Context: an optimization exercise on an open-source flow, tuned for a short achievable clock period and few clock cycles. The choices shown serve that exercise and are no tape-out recipe. Function was checked by simulation only, so behaviour that the tests miss may differ from the original. Power figures rest on the tool's default switching activity, not on a simulated workload.

==> inputs of 10-15 <==
==> flow/design.v (excerpt) <==
module il_core (
    input  wire        clk,
    input  wire        rst,
    input  wire        start,
    input  wire [15:0] prog_len,
    output wire        busy,
    output wire [15:0] acc,
    output wire [15:0] last_line,
    output wire [4:0]  esp,
    output wire [4:0]  csp,
    output wire        prog_valid,
    output wire [15:0] prog_addr,
    input  wire        prog_ready,
    input  wire [15:0] prog_word,
    input  wire [15:0] prog_opr,
    output wire        mem_valid,
    output wire        mem_we,
    output wire [1:0]  mem_region,
    output wire [4:0]  mem_slot,
    output wire [15:0] mem_wdata,
    input  wire        mem_ready,
    input  wire [15:0] mem_rdata
);
    localparam DEPTH = 20;
    localparam [4:0] OP_LOAD = 5'd1,  OP_STOR = 5'd2,  OP_SET = 5'd3,
                     OP_AND  = 5'd5,  OP_OR   = 5'd6,  OP_XOR = 5'd7,
                     OP_ADD  = 5'd8,  OP_SUB  = 5'd9,  OP_MUL = 5'd10,
                     OP_DIV  = 5'd11, OP_GT   = 5'd12, OP_GE  = 5'd13,
                     OP_EQ   = 5'd14, OP_NE   = 5'd15, OP_LE  = 5'd16,
                     OP_LT   = 5'd17, OP_JUMP = 5'd18, OP_CALL = 5'd19,
                     OP_RET  = 5'd20, OP_CLOSE = 5'd21;
    localparam [2:0] PH_RUN  = 3'd0,    
                     PH_CMEM = 3'd1,    
                     PH_MUL1 = 3'd2,
                     PH_MUL2 = 3'd3,
                     PH_MUL3 = 3'd4,
                     PH_DIV0 = 3'd5,
                     PH_DIVI = 3'd6,
                     PH_CW   = 3'd7;    
    integer k;
    reg [15:0] acc_r;
    reg [15:0] last_line_r;
    reg [4:0]  esp_r;
    reg [4:0]  csp_r;
    reg [15:0] edisc;
    reg        esp_z, esp_f;    
    reg        ed_z, ed_f;      
  ...
export LEC_CHECK = 0
export CAP_MARGIN = 30
export CORE_MARGIN = 2
export CORE_UTILIZATION = 40
export SETUP_SLACK_MARGIN = 5.0
export SLEW_MARGIN = 20
create_clock -name core_clock -period 8.0 [get_ports {clk}]
run.sh (not shown) runs the stock make flow with config.mk's settings and CLKGATE_MAP_FILE= SYNTH_SCRIPT=/design/flow/synth_recipe.tcl, a recipe that flattens the netlist after the stock synthesis.
==> 10-25 (differences from 10-15) <==
--- a/flow/design.v
+++ b/flow/design.v
@@ -159,16 +159,15 @@
     wire e_cond = acc_nz ^ e_n;
     assign mem_valid  = m_req & (!e_ksr | (acc_nz ^ e_n)) & !(w_pend & e_nacc);
     assign mem_we     = e_we;
     assign mem_region = e_region;
     assign mem_slot   = e_slot;
     wire   mhs        = mem_valid & mem_ready;
     reg        wsw, wsb, wss, wnb;    
-    reg [15:0] accb_r;
-    assign mem_wdata  = ({16{wsw}} & (accb_r ^ {16{wnb}})) |
+    assign mem_wdata  = ({16{wsw}} & ~(acc_r ^ {16{wnb}})) |
                         {15'd0, (wsb & ~(acc_nz ^ wnb)) | wss};
     wire [15:0] rdm   = {mem_rdata[15:1] & {15{e_region[1]}}, mem_rdata[0]};
     wire [15:0] rd_inv = rdm ^ {{15{e_rinv & e_region[1]}}, e_rinv};    
     wire [15:0] rd_bin = rdm ^ {16{e_n}};          
     wire [4:0]  top_op = estk_op[0];
     wire        top_n  = estk_n[0];
     wire [15:0] top_a  = estk_a[0];
@@ -283,22 +282,23 @@
                 t = x[2*j +: 3];
                 booth[3*j]     = t[2] && !(t[1] && t[0]);                
                 booth[3*j + 1] = t[1] ^ t[0];                            
                 booth[3*j + 2] = (t == 3'b011) || (t == 3'b100);         
             end
         end
     endfunction
+    wire [23:0] bdg = (ph_run_r && e_memreq) ? booth(rd_bin) : bd_r;
     reg  [15:0] bm;
     reg  [15:0] mt [0:20];
     always @(*) begin
         mt[8] = 16'd0;
         for (k = 0; k < 8; k = k + 1) begin
-            bm = ({16{bd_r[3*k+1]}} & acc_r) | ({16{bd_r[3*k+2]}} & {acc_r[14:0], 1'b0});
-            mt[k] = (bd_r[3*k] ? ~bm : bm) << (2*k);
-            mt[8][2*k] = bd_r[3*k];
+            bm = ({16{bdg[3*k+1]}} & acc_r) | ({16{bdg[3*k+2]}} & {acc_r[14:0], 1'b0});
+            mt[k] = (bdg[3*k] ? ~bm : bm) << (2*k);
+            mt[8][2*k] = bdg[3*k];
         end
         for (k = 0; k < 6; k = k + 1) begin
             mt[9 + 2*k]  = mt[3*k] ^ mt[3*k+1] ^ mt[3*k+2];
             mt[10 + 2*k] = ((mt[3*k] & mt[3*k+1]) | (mt[3*k] & mt[3*k+2]) |
                             (mt[3*k+1] & mt[3*k+2])) << 1;
         end
     end
@@ -316,23 +316,18 @@
             if (x[15:12] != 4'd0)     lzc = {3'd0, lz4(x[15:12])};
             else if (x[11:8] != 4'd0) lzc = {3'd1, lz4(x[11:8])};
             else if (x[7:4] != 4'd0)  lzc = {3'd2, lz4(x[7:4])};
             else if (x[3:0] != 4'd0)  lzc = {3'd3, lz4(x[3:0])};
             else                      lzc = 5'd16;
         end
     endfunction
-    wire [15:0] capA = acc_r;
-    wire [15:0] capB = rd_bin;
+    wire [15:0] capA = e_kcls ? top_a : acc_r;
+    wire [15:0] capB = mhs ? rd_bin : (e_kcls ? c_b : e_vimm);
     wire [4:0]  lzA  = lzc(capA);
     wire [4:0]  lzB  = lzc(capB);
-    wire [15:0] rA   = e_kcls ? top_a : acc_r;
-    wire [15:0] rB   = e_kcls ? c_b : e_vimm;
-    wire [4:0]  rlzA = lzc(rA);
-    wire [4:0]  rlzB = lzc(rB);
-    wire [4:0]  rdS  = rlzB - rlzA;
     reg  [4:0]  dS_r;
     reg         dZ_r;
     wire [15:0] dD1 = dD >> 1;
     wire [16:0] d_t = {1'b0, dR} - {1'b0, dD};
     wire        d_ge = !d_t[16];
     wire [16:0] d_u = {1'b0, dR} - {1'b0, dD1};
     wire [17:0] d_x = {2'b0, dR};
@@ -348,25 +343,14 @@
     task mul_tree;
         begin
             for (k = 0; k < 3; k = k + 1) m4[k] <= mt[18 + k];
             e_ph <= PH_MUL3;
             ph_run_r <= 1'b0;
         end
     endtask
-    task div_reg;
-        begin
-            dZero <= (rB == 16'd0) || (rlzB < rlzA);
-            dR    <= rA;
-            dD    <= rB << rdS[3:0];
-            dQ    <= 16'd0;
-            dCnt  <= rdS[3:0];
-            e_ph  <= PH_DIVI;
-            ph_run_r <= 1'b0;
-        end
-    endtask
     task div_setup;
         begin
             dZero <= dZ_r;
             dR    <= mA;
             dD    <= mB << dS_r[3:0];
             dQ    <= 16'd0;
             dCnt  <= dS_r[3:0];
@@ -607,15 +591,14 @@
             spec   <= 1'b0;
             redir  <= 1'b0;
             w_pend <= 1'b0;
             pa       <= 16'd0;
             e_slot   <= 5'd0;
             e_region <= 2'd0;
             acc_r  <= 16'd0;
-            accb_r <= 16'hFFFF;
             acc_nz <= 1'b0;
             esp_r  <= 5'd0;
             esp_z  <= 1'b1;
             esp_f  <= 1'b0;
             ed_z   <= 1'b1;
             ed_f   <= 1'b0;
             csp_r  <= 5'd0;
@@ -669,15 +652,14 @@
                 e_ph <= PH_RUN;
                 ph_run_r <= 1'b1;
                 bd_r <= booth(src[46:31]);
                 {e_sp, e_nacc, e_fin, e_mod, e_we, e_rinv, e_memreq, e_slot, e_region, e_line1, e_vimm,
                  e_opr, e_c, e_n, e_i, e_op, e_kind} <= b_v ? q[0] : p_ent;
             end
             acc_r  <= acc_nx;
-            accb_r <= ~acc_nx;
             acc_nz <= nz_nx;
             w_pend <= t_bin;
             w_op   <= e_op;
             w_b    <= rd_bin;
             if (e_v) begin
                 case (e_ph)
                 PH_RUN: if (!e_stall) begin
@@ -693,24 +675,30 @@
                                 ed_f  <= (edisc == 16'hFFFE);
                             end
                         end
                     end else if (e_kbin) begin
                         if (mhs || !e_memreq) begin
                             if (!e_fin) begin
                                 mdiv <= (e_op == OP_DIV);
-                                if (mhs) begin
+                                if (mhs && e_op == OP_DIV) begin
                                     mA   <= acc_r;
                                     mB   <= rd_bin;
-                                    bd_r <= booth(rd_bin);
                                     dS_r <= lzB - lzA;
                                     dZ_r <= (capB == 16'd0) || (lzB < lzA);
-                                    e_ph <= (e_op == OP_DIV) ? PH_DIV0 : PH_MUL1;
+                                    e_ph <= PH_DIV0;
                                     ph_run_r <= 1'b0;
+                                end else if (mhs) begin
+                                    mul_tree;
                                 end else if (e_op == OP_DIV) begin
-                                    div_reg;
+                                    mA   <= acc_r;
+                                    mB   <= e_vimm;
+                                    dS_r <= lzB - lzA;
+                                    dZ_r <= (capB == 16'd0) || (lzB < lzA);
+                                    e_ph <= PH_DIV0;
+                                    ph_run_r <= 1'b0;
                                 end else begin
                                     mul_tree;
                                 end
                             end
                         end
                     end else if (e_kcls) begin
                         if (c_disc) begin
@@ -729,21 +717,22 @@
                                 e_we     <= (top_op == OP_STOR);
                                 e_n      <= top_n;
                                 e_rinv   <= top_n;
                             end else if (c_cmp) begin
                                 cw_b <= yc[0];
                                 e_ph <= PH_CW;
                                 ph_run_r <= 1'b0;
-                            end else if (top_op == OP_DIV) begin
-                                mdiv <= 1'b1;
-                                div_reg;
                             end else if (r_md) begin
-                                mdiv <= 1'b0;
+                                mdiv <= (top_op == OP_DIV);
+                                mA   <= top_a;
+                                mB   <= c_b;
                                 bd_r <= booth(c_b);
-                                e_ph <= PH_MUL1;
+                                dS_r <= lzB - lzA;
+                                dZ_r <= (capB == 16'd0) || (lzB < lzA);
+                                e_ph <= (top_op == OP_DIV) ? PH_DIV0 : PH_MUL1;
                                 ph_run_r <= 1'b0;
                             end
                         end
                     end
                 end
                 PH_MUL1: begin
                     mul_tree;
==> qor summary <==
metric	10-25	10-15
Buffer count excluding the clock tree in the final layout	1138	1225
Register-to-register setup slack	3.56 ns	3.88 ns
Overall die width	458.3 µm	465.3 µm
Layout Cells excl Fill	11080	11550
Final wirelength	318.1 mm	347.2 mm
Number of cells traversed by the worst register-to-register path	17	15
Final-layout worst hold slack	0.4419 ns	0.4370 ns
Result of the run	complete, no violations	complete, no violations
Slew at the pin closest to its max-slew limit	1.108 ns	1.032 ns
Met3 wire length	34.14 mm	39.51 mm
Number of antenna violations at the first check in global routing	14	20
Pin count of the biggest net entering global routing	223	109
Proportion of final cell area spent on non-clock buffers	11.88%	12.61%
Fraction of power consumed by combinational cells	7.7%	19.9%
Testbench counts of 10-15, summed over its fixed seeds: cycles 53,620.
Testbench counts of 10-25, summed over its fixed seeds: cycles 53,481.


==> trial 32: inputs <==
Another version of the RTL of il_core (not shown whole).
export LEC_CHECK = 0
export CAP_MARGIN = 20
export CORE_MARGIN = 2
export CORE_UTILIZATION = 40
export SETUP_SLACK_MARGIN = 5.0
export SLEW_MARGIN = 20
create_clock -name core_clock -period 8.0 [get_ports {clk}]
==> trial 19: changes against trial 32 <==
--- a/flow/design.v
+++ b/flow/design.v
@@ -133,11 +133,11 @@
     reg        w_pend;
     reg [4:0]  w_op;
     reg [15:0] w_b;
     reg        m_req;      
     reg [15:0] mA, mB;
-    reg [15:0] m4 [0:3];    
+    reg [15:0] m6 [0:5];    
     reg        mdiv;
     reg [15:0] dR, dD, dQ;
     reg [3:0]  dCnt;
     reg        dZero;
     wire e_kld   = e_kind[0];
@@ -246,11 +246,12 @@
         end
     endfunction
     wire [15:0] yw = alu(w_op, acc_r, w_b);
     wire [15:0] yr   = alu(e_op, acc_r, e_vimm);             
     wire [15:0] c_b  = acc_r ^ {16{top_n}};
-    wire [15:0] yc   = alu(top_op, top_a, c_b);               
+    wire [15:0] yc   = top_n ? alu(top_op, top_a, ~acc_r) : alu(top_op, top_a, acc_r);
+    wire        yc_nz = top_n ? alu_nz(top_op, top_a, ~acc_r) : alu_nz(top_op, top_a, acc_r);
     wire        r_md = (top_op == OP_MUL) || (top_op == OP_DIV);
     wire [7:0] acc_dec = decode_addr(acc_r);
     wire       c_disc  = !ed_z;
     wire       c_empty = esp_z;
     wire       c_ldst  = (top_op == OP_LOAD) || (top_op == OP_STOR);
@@ -262,26 +263,29 @@
             s = x ^ y ^ z;
             c = (x & y) | (x & z) | (y & z);
             csa = {c[14:0], 1'b0, s};
         end
     endfunction
-    wire [15:0] oA = !e_run ? mA : (e_kcls ? top_a : acc_r);
-    wire [15:0] oB = !e_run ? mB : (e_kcls ? c_b : e_vimm);
-    reg [15:0] mt [0:39];
+    wire        ph_run = (e_ph == PH_RUN);
+    wire [15:0] oA = !ph_run ? mA : (e_kcls ? top_a : acc_r);
+    wire [15:0] oB = !ph_run ? mB : (e_kcls ? c_b : e_vimm);
+    reg [15:0] mt [0:35];
     always @(*) begin
         for (k = 0; k < 16; k = k + 1)
             mt[k] = oB[k] ? (oA << k) : 16'd0;
-        for (k = 0; k < 12; k = k + 1) begin
+        for (k = 0; k < 10; k = k + 1) begin
             mt[16 + 2*k] = mt[3*k] ^ mt[3*k+1] ^ mt[3*k+2];
             mt[17 + 2*k] = ((mt[3*k] & mt[3*k+1]) | (mt[3*k] & mt[3*k+2]) |
                             (mt[3*k+1] & mt[3*k+2])) << 1;
         end
     end
-    wire [15:0] mf_s1 = m4[0] ^ m4[1] ^ m4[2];
-    wire [15:0] mf_c1 = ((m4[0] & m4[1]) | (m4[0] & m4[2]) | (m4[1] & m4[2])) << 1;
-    wire [15:0] mf_s2 = m4[3] ^ mf_s1 ^ mf_c1;
-    wire [15:0] mf_c2 = ((m4[3] & mf_s1) | (m4[3] & mf_c1) | (mf_s1 & mf_c1)) << 1;
+    wire [31:0] mf_1 = csa(m6[0], m6[1], m6[2]);
+    wire [31:0] mf_2 = csa(m6[3], m6[4], m6[5]);
+    wire [31:0] mf_3 = csa(mf_1[15:0], mf_1[31:16], mf_2[15:0]);
+    wire [31:0] mf_4 = csa(mf_2[31:16], mf_3[15:0], mf_3[31:16]);
+    wire [15:0] mf_s2 = mf_4[15:0];
+    wire [15:0] mf_c2 = mf_4[31:16];
     wire [15:0] mfin  = mf_s2 + mf_c2;
     function [4:0] lzc;
         input [15:0] x;
         integer j;
         begin
@@ -307,11 +311,11 @@
     wire        d_ge2 = d_ge ? !d_v[17] : !d_u[16];
     wire [15:0] d_r2 = d_ge ? (d_ge2 ? d_v[15:0] : d_t[15:0])
                             : (d_ge2 ? d_u[15:0] : dR);
     task mul_tree;
         begin
-            for (k = 0; k < 4; k = k + 1) m4[k] <= mt[36 + k];
+            for (k = 0; k < 6; k = k + 1) m6[k] <= mt[30 + k];
             e_ph <= PH_MUL3;
         end
     endtask
     task div_setup;
         begin
@@ -396,11 +400,11 @@
                          ({16{o_yr}} & yr) | ({16{o_yc}} & yc) | ({16{s_yw}} & yw) |
                          ({16{s_oth}} & o_val) | ({16{s_hold}} & acc_r);
     wire        lg_nz  = (e_op == OP_AND) ? ((acc_r & rd_bin) != 16'd0) :
                          (e_op == OP_OR)  ? (acc_nz || (rd_bin != 16'd0)) : (acc_r != rd_bin);
     wire        nz_nx  = (t_rd & (rd_inv != 16'd0)) | (t_lg & lg_nz) |
-                         (o_yr & alu_nz(e_op, acc_r, e_vimm)) | (o_yc & alu_nz(top_op, top_a, c_b)) |
+                         (o_yr & alu_nz(e_op, acc_r, e_vimm)) | (o_yc & yc_nz) |
                          (s_yw & alu_nz(w_op, acc_r, w_b)) | (s_oth & o_nz) | (s_hold & acc_nz);
     wire        hs       = pv && prog_ready;
     wire        lt_pa1   = (pa1 < plen);
     wire        lt_opr   = (prog_opr < plen);
     wire        lt_ctop  = (ctop < plen);
==> build 69: changes against trial 32 <==
--- a/flow/design.v
+++ b/flow/design.v
@@ -40,12 +40,10 @@
     reg [15:0] acc_r;
     reg [15:0] last_line_r;
     reg [4:0]  esp_r;
     reg [4:0]  csp_r;
     reg [15:0] edisc;
-    reg        esp_z, esp_f;    
-    reg        ed_z, ed_f;      
     reg [4:0]  estk_op [0:DEPTH-1];    
     reg        estk_n  [0:DEPTH-1];    
     reg [15:0] estk_a  [0:DEPTH-1];    
     reg [15:0] cstk    [0:DEPTH-1];    
     reg        busy_r;
@@ -249,12 +247,12 @@
     wire [15:0] yr   = alu(e_op, acc_r, e_vimm);             
     wire [15:0] c_b  = acc_r ^ {16{top_n}};
     wire [15:0] yc   = alu(top_op, top_a, c_b);               
     wire        r_md = (top_op == OP_MUL) || (top_op == OP_DIV);
     wire [7:0] acc_dec = decode_addr(acc_r);
-    wire       c_disc  = !ed_z;
-    wire       c_empty = esp_z;
+    wire       c_disc  = (edisc != 16'd0);
+    wire       c_empty = (esp_r == 5'd0);
     wire       c_ldst  = (top_op == OP_LOAD) || (top_op == OP_STOR);
     wire       c_done  = c_disc || c_empty || (!c_ldst && !r_md);
     function [31:0] csa;    
         input [15:0] x, y, z;
         reg   [15:0] s, c;
@@ -288,12 +286,12 @@
             lzc = 5'd16;
             for (j = 0; j < 16; j = j + 1)
                 if (x[j]) lzc = 5'd15 - j[4:0];
         end
     endfunction
-    wire [4:0]  lzA = lzc(mA);
-    wire [4:0]  lzB = lzc(mB);
+    wire [4:0]  lzA = lzc(oA);
+    wire [4:0]  lzB = lzc(oB);
     wire [4:0]  dS  = lzB - lzA;
     wire [15:0] dD1 = dD >> 1;
     wire [16:0] d_t = {1'b0, dR} - {1'b0, dD};
     wire        d_ge = !d_t[16];
     wire [16:0] d_u = {1'b0, dR} - {1'b0, dD1};
@@ -313,13 +311,13 @@
             e_ph <= PH_MUL3;
         end
     endtask
     task div_setup;
         begin
-            dZero <= (mB == 16'd0) || (lzB < lzA);
-            dR    <= mA;
-            dD    <= mB << dS[3:0];
+            dZero <= (oB == 16'd0) || (lzB < lzA);
+            dR    <= oA;
+            dD    <= oB << dS[3:0];
             dQ    <= 16'd0;
             dCnt  <= dS[3:0];
             e_ph  <= PH_DIVI;
         end
     endtask
@@ -340,39 +338,35 @@
     wire e_lg   = (e_op == OP_AND) || (e_op == OP_OR) || (e_op == OP_XOR);
     wire em_bin = e_run & e_kbin & e_fin & m_req & !e_lg;    
     wire em_lg  = e_run & e_kbin & m_req & e_lg;             
     wire [15:0] ylg = (e_op == OP_AND) ? (acc_r & rd_bin) :
                       (e_op == OP_OR)  ? (acc_r | rd_bin) : (acc_r ^ rd_bin);
-    wire em_rd  = (e_run & (e_kld | (e_kopen & !esp_f)) & m_req) |
+    wire em_rd  = (e_run & (e_kld | (e_kopen & (esp_r != DEPTH))) & m_req) |
                   (e_cm & !e_we & m_req);
-    reg        o_en;       
-    reg        o_yr;       
-    reg        o_yc;       
-    reg [15:0] o_val;      
+    reg        o_en;
+    reg [15:0] o_val;
     reg        o_nz;       
     always @(*) begin
         o_en  = 1'b0;
-        o_yr  = 1'b0;
-        o_yc  = 1'b0;
         o_val = 16'd0;
         o_nz  = 1'b0;
         if (e_v) begin
             case (e_ph)
             PH_RUN: if (!e_stall) begin
                 if (e_kld && !e_memreq) begin
                     o_en = 1'b1;  o_val = e_vimm;  o_nz = (e_vimm != 16'd0);
-                end else if (e_kopen && !e_memreq && !esp_f) begin
+                end else if (e_kopen && !e_memreq && esp_r != DEPTH) begin
                     o_en = 1'b1;  o_val = e_vimm;  o_nz = (e_vimm != 16'd0);
                 end else if (e_kbin && e_fin && !e_memreq) begin
-                    o_en = 1'b1;  o_yr = 1'b1;
+                    o_en = 1'b1;  o_val = yr;  o_nz = alu_nz(e_op, acc_r, e_vimm);
                 end else if (e_kcls && !c_disc && !c_empty) begin
                     if (top_op == OP_STOR) begin
                         o_en = 1'b1;  o_val = top_a;  o_nz = (top_a != 16'd0);
                     end else if (top_op == OP_LOAD) begin
                         o_en = !acc_dec[7];  o_val = 16'd0;
                     end else if (!r_md && top_op >= OP_AND && top_op <= OP_LT) begin
-                        o_en = 1'b1;  o_yc = 1'b1;
+                        o_en = 1'b1;  o_val = yc;  o_nz = alu_nz(top_op, top_a, c_b);
                     end
                 end
             end
             PH_MUL3: begin
                 o_en = 1'b1;  o_val = mfin;  o_nz = !sum_zero(mf_s2, mf_c2);
@@ -384,24 +378,19 @@
             end
             default: ;
             endcase
         end
     end
+    wire [15:0] acc_o  = o_en ? o_val : (w_pend ? yw : acc_r);
     wire        t_bin  = mem_ready & em_bin;
     wire        t_rd   = mem_ready & em_rd;
     wire        t_lg   = mem_ready & em_lg;
-    wire        s_oth  = o_en & !o_yr & !o_yc;
-    wire        s_yw   = w_pend & !t_rd & !o_en;
-    wire        s_hold = !(t_rd | t_lg | o_en | w_pend);
-    wire [15:0] acc_nx = ({16{t_rd}} & rd_inv) | ({16{t_lg}} & ylg) |
-                         ({16{o_yr}} & yr) | ({16{o_yc}} & yc) | ({16{s_yw}} & yw) |
-                         ({16{s_oth}} & o_val) | ({16{s_hold}} & acc_r);
+    wire [15:0] acc_nx = t_rd ? rd_inv : (t_lg ? ylg : acc_o);
     wire        lg_nz  = (e_op == OP_AND) ? ((acc_r & rd_bin) != 16'd0) :
                          (e_op == OP_OR)  ? (acc_nz || (rd_bin != 16'd0)) : (acc_r != rd_bin);
-    wire        nz_nx  = (t_rd & (rd_inv != 16'd0)) | (t_lg & lg_nz) |
-                         (o_yr & alu_nz(e_op, acc_r, e_vimm)) | (o_yc & alu_nz(top_op, top_a, c_b)) |
-                         (s_yw & alu_nz(w_op, acc_r, w_b)) | (s_oth & o_nz) | (s_hold & acc_nz);
+    wire        nz_nx  = t_rd ? (rd_inv != 16'd0) : t_lg ? lg_nz :
+                         (o_en ? o_nz : (w_pend ? alu_nz(w_op, acc_r, w_b) : acc_nz));
     wire        hs       = pv && prog_ready;
     wire        lt_pa1   = (pa1 < plen);
     wire        lt_opr   = (prog_opr < plen);
     wire        lt_ctop  = (ctop < plen);
     reg         q_mod;
@@ -476,11 +465,11 @@
     end
     reg        sp_pend;
     reg [4:0]  sp_op;
     reg        sp_n;
     reg [15:0] sp_a;
-    wire push_go = e_run && e_kopen && !esp_f && (!m_req || mem_ready);
+    wire push_go = e_run && e_kopen && (esp_r != DEPTH) && (!m_req || mem_ready);
     wire pop_go  = e_run && e_kcls && !c_disc && !c_empty;
     always @(posedge clk) begin
         if (rst) begin
             sp_pend <= 1'b0;
         end else begin
@@ -548,14 +537,10 @@
             e_slot   <= 5'd0;
             e_region <= 2'd0;
             acc_r  <= 16'd0;
             acc_nz <= 1'b0;
             esp_r  <= 5'd0;
-            esp_z  <= 1'b1;
-            esp_f  <= 1'b0;
-            ed_z   <= 1'b1;
-            ed_f   <= 1'b0;
             csp_r  <= 5'd0;
             edisc  <= 16'd0;
         end else if (!busy_r) begin
             if (start) begin
                 busy_r <= 1'b1;
@@ -616,18 +601,14 @@
             if (e_v) begin
                 case (e_ph)
                 PH_RUN: if (!e_stall) begin
                     if (e_kopen) begin
                         if (mhs || !e_memreq) begin
-                            if (!esp_f) begin
+                            if (esp_r != DEPTH) begin
                                 esp_r <= esp_r + 5'd1;
-                                esp_z <= 1'b0;
-                                esp_f <= (esp_r == DEPTH - 1);
-                            end else if (!ed_f) begin
+                            end else if (edisc != 16'hFFFF) begin
                                 edisc <= edisc + 16'd1;
-                                ed_z  <= 1'b0;
-                                ed_f  <= (edisc == 16'hFFFE);
                             end
                         end
                     end else if (e_kbin) begin
                         if (mhs || !e_memreq) begin
                             if (!e_fin) begin
@@ -635,40 +616,32 @@
                                 if (mhs) begin
                                     mA   <= acc_r;
                                     mB   <= rd_bin;
                                     e_ph <= (e_op == OP_DIV) ? PH_DIV0 : PH_MUL1;
                                 end else if (e_op == OP_DIV) begin
-                                    mA   <= acc_r;
-                                    mB   <= e_vimm;
-                                    e_ph <= PH_DIV0;
+                                    div_setup;
                                 end else begin
                                     mul_tree;
                                 end
                             end
                         end
                     end else if (e_kcls) begin
                         if (c_disc) begin
                             edisc <= edisc - 16'd1;
-                            ed_z  <= (edisc == 16'd1);
-                            ed_f  <= 1'b0;
                         end else if (!c_empty) begin
                             esp_r <= esp_r - 5'd1;
-                            esp_z <= (esp_r == 5'd1);
-                            esp_f <= 1'b0;
                             if (c_ldst) begin
                                 e_ph     <= PH_CMEM;
                                 e_region <= acc_dec[6:5];
                                 e_slot   <= acc_dec[4:0];
                                 e_we     <= (top_op == OP_STOR);
                                 e_n      <= top_n;
                                 e_rinv   <= top_n;
                             end else if (r_md) begin
                                 mdiv <= (top_op == OP_DIV);
                                 if (top_op == OP_DIV) begin
-                                    mA   <= top_a;
-                                    mB   <= c_b;
-                                    e_ph <= PH_DIV0;
+                                    div_setup;
                                 end else begin
                                     mul_tree;
                                 end
                             end
                         end
==> trial 1: changes against trial 32 <==
--- a/flow/design.v
+++ b/flow/design.v
@@ -246,11 +246,12 @@
         end
     endfunction
     wire [15:0] yw = alu(w_op, acc_r, w_b);
     wire [15:0] yr   = alu(e_op, acc_r, e_vimm);             
     wire [15:0] c_b  = acc_r ^ {16{top_n}};
-    wire [15:0] yc   = alu(top_op, top_a, c_b);               
+    wire [15:0] yc   = top_n ? alu(top_op, top_a, ~acc_r) : alu(top_op, top_a, acc_r);
+    wire        yc_nz = top_n ? alu_nz(top_op, top_a, ~acc_r) : alu_nz(top_op, top_a, acc_r);
     wire        r_md = (top_op == OP_MUL) || (top_op == OP_DIV);
     wire [7:0] acc_dec = decode_addr(acc_r);
     wire       c_disc  = !ed_z;
     wire       c_empty = esp_z;
     wire       c_ldst  = (top_op == OP_LOAD) || (top_op == OP_STOR);
@@ -262,26 +263,27 @@
             s = x ^ y ^ z;
             c = (x & y) | (x & z) | (y & z);
             csa = {c[14:0], 1'b0, s};
         end
     endfunction
-    wire [15:0] oA = !e_run ? mA : (e_kcls ? top_a : acc_r);
-    wire [15:0] oB = !e_run ? mB : (e_kcls ? c_b : e_vimm);
+    wire        ph_run = (e_ph == PH_RUN);
+    wire [15:0] oA = ph_run ? acc_r : mA;
+    wire [15:0] oB = ph_run ? e_vimm : mB;
     reg [15:0] mt [0:39];
     always @(*) begin
         for (k = 0; k < 16; k = k + 1)
             mt[k] = oB[k] ? (oA << k) : 16'd0;
         for (k = 0; k < 12; k = k + 1) begin
             mt[16 + 2*k] = mt[3*k] ^ mt[3*k+1] ^ mt[3*k+2];
             mt[17 + 2*k] = ((mt[3*k] & mt[3*k+1]) | (mt[3*k] & mt[3*k+2]) |
                             (mt[3*k+1] & mt[3*k+2])) << 1;
         end
     end
-    wire [15:0] mf_s1 = m4[0] ^ m4[1] ^ m4[2];
-    wire [15:0] mf_c1 = ((m4[0] & m4[1]) | (m4[0] & m4[2]) | (m4[1] & m4[2])) << 1;
-    wire [15:0] mf_s2 = m4[3] ^ mf_s1 ^ mf_c1;
-    wire [15:0] mf_c2 = ((m4[3] & mf_s1) | (m4[3] & mf_c1) | (mf_s1 & mf_c1)) << 1;
+    wire [31:0] mf_1 = csa(m4[0], m4[1], m4[2]);
+    wire [31:0] mf_2 = csa(m4[3], mf_1[15:0], mf_1[31:16]);
+    wire [15:0] mf_s2 = mf_2[15:0];
+    wire [15:0] mf_c2 = mf_2[31:16];
     wire [15:0] mfin  = mf_s2 + mf_c2;
     function [4:0] lzc;
         input [15:0] x;
         integer j;
         begin
@@ -373,35 +375,39 @@
                         o_en = 1'b1;  o_yc = 1'b1;
                     end
                 end
             end
             PH_MUL3: begin
-                o_en = 1'b1;  o_val = mfin;  o_nz = !sum_zero(mf_s2, mf_c2);
+                o_en = 1'b1;
             end
             PH_DIVI: begin
-                o_en  = dZero || (dCnt[3:1] == 3'd0);
-                o_val = dZero ? 16'd0 : (dCnt[0] ? {dQ[13:0], d_ge, d_ge2} : {dQ[14:0], d_ge});
-                o_nz  = !dZero && ((dCnt[0] ? (dQ[13:0] != 14'd0) || d_ge2 : (dQ[14:0] != 15'd0)) || d_ge);
+                o_en = dZero || (dCnt[3:1] == 3'd0);
             end
             default: ;
             endcase
         end
     end
     wire        t_bin  = mem_ready & em_bin;
     wire        t_rd   = mem_ready & em_rd;
     wire        t_lg   = mem_ready & em_lg;
-    wire        s_oth  = o_en & !o_yr & !o_yc;
+    wire        s_mul  = e_v & (e_ph == PH_MUL3);
+    wire        s_div  = e_v & (e_ph == PH_DIVI) & !dZero & (dCnt[3:1] == 3'd0);
+    wire [15:0] y_div  = dCnt[0] ? {dQ[13:0], d_ge, d_ge2} : {dQ[14:0], d_ge};
+    wire        nz_div = (dCnt[0] ? (dQ[13:0] != 14'd0) || d_ge2 : (dQ[14:0] != 15'd0)) || d_ge;
+    wire        s_oth  = o_en & !o_yr & !o_yc & !s_mul & !s_div;
     wire        s_yw   = w_pend & !t_rd & !o_en;
     wire        s_hold = !(t_rd | t_lg | o_en | w_pend);
     wire [15:0] acc_nx = ({16{t_rd}} & rd_inv) | ({16{t_lg}} & ylg) |
                          ({16{o_yr}} & yr) | ({16{o_yc}} & yc) | ({16{s_yw}} & yw) |
+                         ({16{s_mul}} & mfin) | ({16{s_div}} & y_div) |
                          ({16{s_oth}} & o_val) | ({16{s_hold}} & acc_r);
     wire        lg_nz  = (e_op == OP_AND) ? ((acc_r & rd_bin) != 16'd0) :
                          (e_op == OP_OR)  ? (acc_nz || (rd_bin != 16'd0)) : (acc_r != rd_bin);
     wire        nz_nx  = (t_rd & (rd_inv != 16'd0)) | (t_lg & lg_nz) |
-                         (o_yr & alu_nz(e_op, acc_r, e_vimm)) | (o_yc & alu_nz(top_op, top_a, c_b)) |
-                         (s_yw & alu_nz(w_op, acc_r, w_b)) | (s_oth & o_nz) | (s_hold & acc_nz);
+                         (o_yr & alu_nz(e_op, acc_r, e_vimm)) | (o_yc & yc_nz) |
+                         (s_yw & alu_nz(w_op, acc_r, w_b)) | (s_mul & !sum_zero(mf_s2, mf_c2)) | (s_div & nz_div) |
+                         (s_oth & o_nz) | (s_hold & acc_nz);
     wire        hs       = pv && prog_ready;
     wire        lt_pa1   = (pa1 < plen);
     wire        lt_opr   = (prog_opr < plen);
     wire        lt_ctop  = (ctop < plen);
     reg         q_mod;
@@ -438,10 +444,21 @@
     wire [15:0] e_next   = e_tj ? e_opr : (e_tr ? (e_pop ? ctop : 16'hFFFF) : e_line1);
     assign      flush    = x_e && e_sp && (e_tj || e_tr);
     wire        fl_wait  = pv && !prog_ready;    
     wire        e_lt     = e_tj ? (e_opr < plen) : (e_tr ? (e_pop && lt_ctop) : (e_line1 < plen));
     reg        fmore_n, e_v_n;
+    wire       x_own  = flush || redir || (x_e && !e_sp);
+    wire       c_port = hs && !x_own;
+    wire       f_oth  = flush ? (fl_wait || e_lt) : redir ? (!hs || rd_more) :
+                        (x_e && !e_sp) ? e_lt : fmore;
+    wire [15:0] pa_oth = flush ? (fl_wait ? pa : e_next) : redir ? (hs ? rd_pa : pa) :
+                         (x_e && !e_sp) ? e_next : pa;
+    wire [15:0] pa_d  = ({16{c_port & p_tj}} & prog_opr) |
+                        ({16{c_port & p_tr & p_pop}} & ctop) |
+                        {16{c_port & p_tr & !p_pop}} |
+                        ({16{c_port & !p_tj & !p_tr}} & pa1) |
+                        ({16{!c_port}} & pa_oth);
     reg [QD:0] qv_n;
     wire       q_pop  = e_accept && b_v;
     wire       q_push = hs_ok && p_toE && !(e_accept && !b_v);
     wire [QW-1:0] src = b_v ? q[0] : p_ent;    
     wire       c_to_cm = e_run && e_kcls && !c_disc && !c_empty && c_ldst;
@@ -457,15 +474,11 @@
     wire       nacc_nx = e_accept ? src[QW-2] : e_nacc;
     wire       mv_nx   = m_req_nx && (!ksr_nx || (nz_nx ^ n_nx)) && !(t_bin && nacc_nx);
     wire [15:0] wd_nx  = ksr_nx ? {15'd0, set_nx} :
                          (word_nx ? (acc_nx ^ {16{n_nx}}) : {15'd0, nz_nx ^ n_nx});
     always @(*) begin
-        if (flush)                fmore_n = fl_wait || e_lt;
-        else if (redir)           fmore_n = hs ? rd_more : 1'b1;
-        else if (x_e && !e_sp)    fmore_n = e_lt;
-        else if (hs)              fmore_n = p_more;
-        else                      fmore_n = fmore;
+        fmore_n = c_port ? p_more : f_oth;
         for (k = 0; k < QD; k = k + 1) begin
             if (q_pop && !q_push)      qv_n[k] = qv[k+1];
             else if (q_push && !q_pop) qv_n[k] = qv[k] | ((k == 0) ? 1'b1 : qv[k-1]);
             else                       qv_n[k] = qv[k];
         end
@@ -576,20 +589,14 @@
                 else if (e_pop) csp_r <= csp_r - 5'd1;
             end else if (hs_ok) begin
                 if (p_push) csp_r <= csp_r + 5'd1;
                 else if (p_pop) csp_r <= csp_r - 5'd1;
             end
+            pa <= pa_d;
             if (flush) begin
-                if (!fl_wait) pa <= e_next;
                 rd_pa   <= e_next;
                 rd_more <= e_lt;
-            end else if (redir) begin
-                if (hs) pa <= rd_pa;
-            end else if (x_e && !e_sp) begin
-                pa <= e_next;
-            end else if (hs) begin
-                pa <= p_next;
             end
             redir <= flush ? fl_wait : (redir && !hs);
             if (x_e && e_sp) spec <= 1'b0;
             else if (hs_ok && p_sps) spec <= 1'b1;
             for (k = 0; k < QD; k = k + 1) begin
@@ -661,17 +668,13 @@
                                 e_we     <= (top_op == OP_STOR);
                                 e_n      <= top_n;
                                 e_rinv   <= top_n;
                             end else if (r_md) begin
                                 mdiv <= (top_op == OP_DIV);
-                                if (top_op == OP_DIV) begin
-                                    mA   <= top_a;
-                                    mB   <= c_b;
-                                    e_ph <= PH_DIV0;
-                                end else begin
-                                    mul_tree;
-                                end
+                                mA   <= top_a;
+                                mB   <= c_b;
+                                e_ph <= (top_op == OP_DIV) ? PH_DIV0 : PH_MUL1;
                             end
                         end
                     end
                 end
                 PH_MUL1: begin
==> flow_results.xml <==
<?xml version="1.0" encoding="UTF-8"?>
<metrics>
  <group name="outcome">
    <metric name="status" unit="">complete, no violations</metric>
  </group>
  <group name="clocking">
    <metric name="cts_post_setup_buffers_inserted" unit="">553</metric>
  </group>
  <group name="cells_and_area">
    <metric name="finish.utilization" unit="">0.5333</metric>
  </group>
  <group name="critical_path">
    <metric name="ff2ff_setup_slack" unit="ps">3710</metric>
  </group>
  <group name="drt">
    <metric name="amount_of_wire_on_met2_after_detailed_routing" unit="µm">147200</metric>
  </group>
  <group name="timing">
    <metric name="period_needed" unit="ps">4292</metric>
  </group>
</metrics>
(the above is from trial 1)
==> flow_results.xml <==
<?xml version="1.0" encoding="UTF-8"?>
<metrics>
  <group name="grt">
    <metric name="number_of_antenna_violations_at_the_first_check_in_global_routing" unit="">10</metric>
  </group>
  <group name="critical_path">
    <metric name="crit_family" unit="">adder cells</metric>
  </group>
  <group name="cells_and_area">
    <metric name="finish.utilization" unit="">0.5217</metric>
    <metric name="seq_area_frac" unit="">0.3907</metric>
  </group>
  <group name="drt">
    <metric name="amount_of_wire_on_met2_after_detailed_routing" unit="µm">126500</metric>
  </group>
  <group name="outcome">
    <metric name="status" unit="">complete, no violations</metric>
  </group>
  <group name="yosys">
    <metric name="netlist.top_cell.by_area" unit="">sky130_fd_sc_hd__edfxtp_1</metric>
  </group>
</metrics>
(the above is from trial 32)
==> flow_results.xml <==
<?xml version="1.0" encoding="UTF-8"?>
<metrics>
  <group name="timing">
    <metric name="period_needed" unit="ps">4604</metric>
  </group>
  <group name="cells_and_area">
    <metric name="finish.utilization" unit="">0.5178</metric>
  </group>
  <group name="grt">
    <metric name="overflow" unit="">0</metric>
    <metric name="grt.busiest_layer" unit="">met2</metric>
  </group>
  <group name="critical_path">
    <metric name="path_buf_inv" unit="">4</metric>
  </group>
  <group name="floorplanning">
    <metric name="die_h" unit="µm">455.3</metric>
  </group>
  <group name="clocking">
    <metric name="cts_post_setup_buffers_inserted" unit="">392</metric>
  </group>
  <group name="drt">
    <metric name="amount_of_wire_on_met2_after_detailed_routing" unit="µm">126000</metric>
    <metric name="ant_nets" unit="">0</metric>
  </group>
  <group name="outcome">
    <metric name="status" unit="">complete, no violations</metric>
  </group>
  <group name="yosys">
    <metric name="synthAdderAreaFrac" unit="">0.09650</metric>
  </group>
  <group name="power_and_ir_drop">
    <metric name="clockPowerShare" unit="">0.408</metric>
  </group>
</metrics>
(the above is from build 69)
==> flow_results.xml <==
<?xml version="1.0" encoding="UTF-8"?>
<metrics>
  <group name="drt">
    <metric name="amount_of_wire_on_met2_after_detailed_routing" unit="µm">138500</metric>
  </group>
  <group name="clocking">
    <metric name="cts_post_setup_buffers_inserted" unit="">466</metric>
  </group>
  <group name="hold_path">
    <metric name="min_path_cells" unit="">0</metric>
  </group>
  <group name="yosys">
    <metric name="seq_total_area_yosys" unit="">0.4933</metric>
  </group>
  <group name="critical_path">
    <metric name="worst_reg2reg_path_length_in_cells" unit="">17</metric>
    <metric name="ff2ff_setup_slack" unit="ps">3170</metric>
  </group>
  <group name="outcome">
    <metric name="status" unit="">complete, no violations</metric>
  </group>
  <group name="cells_and_area">
    <metric name="finish.utilization" unit="">0.5210</metric>
  </group>
  <group name="timing">
    <metric name="period_needed" unit="ps">4827</metric>
  </group>
</metrics>
(the above is from trial 19)
Testbench counts of trial 32, summed over its fixed seeds: cycles 54,765.
Testbench counts of trial 19, summed over its fixed seeds: cycles 54,765.
Testbench counts of build 69, summed over its fixed seeds: cycles 54,498.
Testbench counts of trial 1, summed over its fixed seeds: cycles 54,913.

## port drivers added, routing unchanged
How much do the figures lean on ideal ports? The routed layouts below were timed once more, with nothing changed but the port constraints. Step 1 sets driving cells, clkbuf_16 on the clock port and buf_2 on the other inputs (assumed; they add their load-dependent delay and slew). Step 2 times the ports against the registers' clock, not the clock port: input delays grow and output delays shrink by t, the midpoint of the rising clock arrivals with the driver on. a / b / c = no drivers / after step 1 / after step 2; a / b = the first two.
run | t, ns | setup slack, ns | worst setup path at the end | worst data-port slew with drivers (ns) | cell pins on the clock port's net
10-15 | 0.919 | 3.752 / 3.802 / 2.883 | input to register | 0.15 | 1
10-25 | 0.913 | 3.479 / 3.507 / 2.594 | input to register | 0.19 | 1
trial 32 | 0.885 | 3.623 / 3.623 / 3.088 | input to register | 0.20 | 1
trial 19 | 0.898 | 3.173 / 3.173 / 2.362 | input to register | 0.06 | 1
build 69 | 0.900 | 3.396 / 3.396 / 2.870 | input to register | 0.17 | 1
trial 1 | 0.938 | 3.708 / 3.708 / 2.884 | input to register | 0.12 | 1
After both steps setup and hold are still met in every run listed. The setup slack of 10-25, which loses most, moves by +0.028 ns with the drivers and by -0.885 ns with both steps.
